From an optimization exercise on the open Yosys and OpenROAD flow, aimed at small area; shortcuts taken in it are not production practice. Only simulation tests tie the RTL to the original design; equivalence was not proved. No activity file was given, so power comes from the tool's default toggle rates. No driver is modelled on the clock port, so clocking that relies on it looks cheaper here than on a real chip.

== run 1 ==
Design usart_fifo_core, start of the top module:
module usart_fifo_core #(
    parameter N_CH  = 5,
    parameter C     = 16
) (
    input  wire              clk,
    input  wire              rst,
    input  wire              cmd_valid,
    output wire              cmd_ready,
    input  wire [15:0]       cmd_data,
    output reg               rsp_valid,
    output wire [15:0]       rsp_data,
    output wire [N_CH-1:0]   tx_start,
    output wire [8*N_CH-1:0] tx_data,
    input  wire [N_CH-1:0]   tx_done,
    input  wire [N_CH-1:0]   rx_valid,
    input  wire [8*N_CH-1:0] rx_byte,
    output reg  [N_CH-1:0]   rx_overrun,
    output reg               cmd_fault
);
Settings: LEC_CHECK=0, CAP_MARGIN=20, CORE_MARGIN=2, CORE_UTILIZATION=50, CTS_BUF_LIST=sky130_fd_sc_hd__clkbuf_8, CTS_CLUSTER_DIAMETER=60, CTS_CLUSTER_SIZE=18, SLEW_MARGIN=20, SYNTH_HIERARCHICAL=1, SYNTH_MINIMUM_KEEP_SIZE=0; clock period 10.0 ns.
standard.sh (not shown) runs the stock make flow with config.mk's settings and CLKGATE_MAP_FILE= SYNTH_SCRIPT=/design/flow/synth_recipe.tcl, a recipe that flattens the netlist after the stock synthesis.
==> flow/flow/run.sh <==
#!/bin/bash
# Own layout flow: the standard layout (standard.sh), with clock tree
# synthesis told not to add dummy loads. Everything else is the standard flow.
set -euo pipefail
export CTS_ARGS="-sink_clustering_enable -repair_clock_nets -dont_use_dummy_load -sink_clustering_size 18 -sink_clustering_max_diameter 60 -buf_list sky130_fd_sc_hd__clkbuf_8"
bash standard.sh > standard_make.log 2>&1
Modified inputs, run 2 compared to run 1
Settings: swapping 60 for 100 in CTS_CLUSTER_DIAMETER; swapping sky130_fd_sc_hd__clkbuf_8 for sky130_fd_sc_hd__clkbuf_16 in CTS_BUF_LIST; swapping 18 for 28 in CTS_CLUSTER_SIZE; swapping 50 for 60 in CORE_UTILIZATION.
==> flow/flow/run.sh <==
#!/bin/bash
# Own layout flow: the standard layout (standard.sh), with clock tree
# synthesis told not to add dummy loads, and ports buffered with
# the smallest buffer. Everything else is the standard flow.
set -euo pipefail
export CTS_ARGS="-sink_clustering_enable -repair_clock_nets -dont_use_dummy_load -sink_clustering_size 28 -sink_clustering_max_diameter 100 -buf_list sky130_fd_sc_hd__clkbuf_16"
export BUFFER_PORTS_ARGS="-buffer_cell sky130_fd_sc_hd__buf_1"
bash standard.sh > standard_make.log 2>&1
==> notes.md <==
Run 2 ran to completion and came out clean on the timing, DRC and antenna checks. Compared with run 1, run 2 shows met2 routed wirelength that has gone down by a few percent. Endpoint of the worst setup timing path: o_byte[0] -> run 2, o_byte[1] -> run 1. Compared with run 1, in run 2 sequential share of layout area moved up; transition time at the pin with the least slew margin moved down.
[inputs] run 3 vs run 2
Settings: swapping 60 for 50 in CORE_UTILIZATION.
diff --git a/flow/flow/run.sh b/flow/flow/run.sh
--- a/flow/flow/run.sh
+++ b/flow/flow/run.sh
@@ -3,2 +3 @@
-# synthesis told not to add dummy loads, and ports buffered with
-# the smallest buffer. Everything else is the standard flow.
+# synthesis told not to add dummy loads. Everything else is the standard flow.
@@ -7 +5,0 @@
-export BUFFER_PORTS_ARGS="-buffer_cell sky130_fd_sc_hd__buf_1"
Findings:
Lower met2 usage in global routing among run 2 and run 3: run 3
Run 2 → run 3: share of the synthesized netlist area taken by xor and xnor gates did not really move; setup slack went up by 530 ps; power shows an increase of 0.90%; power density over the cells -1.3%; required time at the endpoint of the critical path higher.
Going from run 2 to run 3, wire length grows by 4000 um.
Summary — non-clock buffer count, run 3 relative to run 2: higher, by about 1.6%.
Row met2 routed wirelength: run 3 higher / run 2 lower
Against run 2, leakage power summed over all cells in run 3 came out worse.
Area: run 3 vs run 2 -> run 3 larger

* * *

## the baseline
Starting RTL as in the previous note.
Settings: LEC_CHECK=0, CAP_MARGIN=5, CORE_MARGIN=2, CORE_UTILIZATION=50, CTS_BUF_LIST=sky130_fd_sc_hd__clkbuf_16, CTS_CLUSTER_DIAMETER=100, CTS_CLUSTER_SIZE=28, SLEW_MARGIN=5, SYNTH_HIERARCHICAL=1, SYNTH_MINIMUM_KEEP_SIZE=0; clock period 10.0 ns.
==> flow/flow/run.sh <==
#!/bin/bash
# Own layout flow: the standard layout (standard.sh), with clock tree
# synthesis told not to add dummy loads, and ports buffered with
# the smallest buffer. Everything else is the standard flow.
set -euo pipefail
export CTS_ARGS="-sink_clustering_enable -repair_clock_nets -dont_use_dummy_load -sink_clustering_size 28 -sink_clustering_max_diameter 100 -buf_list sky130_fd_sc_hd__clkbuf_16"
export BUFFER_PORTS_ARGS="-buffer_cell sky130_fd_sc_hd__buf_1"
bash standard.sh > standard_make.log 2>&1
The baseline completed end to end with timing, DRC and antenna clean.
The inputs of the candidate differ from those of the baseline as listed below.
--- a/flow/config.mk
+++ b/flow/config.mk
@@ -7,3 +7,3 @@
 export LEC_CHECK = 0
-export CAP_MARGIN = 5
+export CAP_MARGIN = 20
 export CORE_MARGIN = 2
@@ -13,3 +13,3 @@
 export CTS_CLUSTER_SIZE = 28
-export SLEW_MARGIN = 5
+export SLEW_MARGIN = 20
 export SYNTH_HIERARCHICAL = 1
## What came out
Signal arrival time at the worst endpoint delta for the candidate relative to the baseline: 880 ps lower. Per the comparison of the candidate with the baseline, layout filler cell count now sits at about the same level; sequential share of layout area held; largest voltage drop on the vdd net shrank by 5.2%; count of max-cap constraint violations saw little to no change. Compared with the baseline, in the candidate wire length after detailed routing shows no meaningful change; final critical delay including setup and external delays shows a reduction of 910 ps; area of all placed cells without fillers flat. Signed area change from the synthesized netlist to the final layout of the candidate is on par with the baseline. Higher normalized max-slew margin among the candidate and the baseline: the candidate. Setup WNS the baseline -> the candidate: better.

==> separate check: timing with driven ports <==
The results above use ideal ports. As a check the final layouts listed here were re-extracted and re-timed, cells and wires unchanged.
Step 1: set_driving_cell puts a clkbuf_16 on clk and a buf_2 on each other input, an assumption about the parent block.
Step 2 adds t to the input delays and takes it off the output delays; t is the mean of the earliest and latest rising clock arrival at the registers after step 1. Input paths then give back, and output paths get back, about the clock's delay inside the block.
Three values: ideal, step 1, step 2; two values: the first two.
run | t (ns) | setup slack, ns | worst setup path at the end | worst register clock-pin slew, ns | pins driven straight from the clock port
run 1 | 0.843 | 3.209 / 3.209 / 2.781 | input to register | 0.11 / 0.11 | 1
run 2 | 0.738 | 2.737 / 2.737 / 2.737 | register to register | 0.12 / 0.12 | 1
run 3 | 0.759 | 3.265 / 3.265 / 2.842 | input to register | 0.11 / 0.11 | 1
the baseline | 0.764 | 2.371 / 2.371 / 2.371 | register to register | 0.11 / 0.11 | 1
the candidate | 0.778 | 3.279 / 3.279 / 3.092 | input to register | 0.11 / 0.11 | 1
After both steps setup and hold are still met in every run listed. For run 1, which loses most, drivers alone change the setup slack by 0.000 ns; drivers and shift together by -0.428 ns.
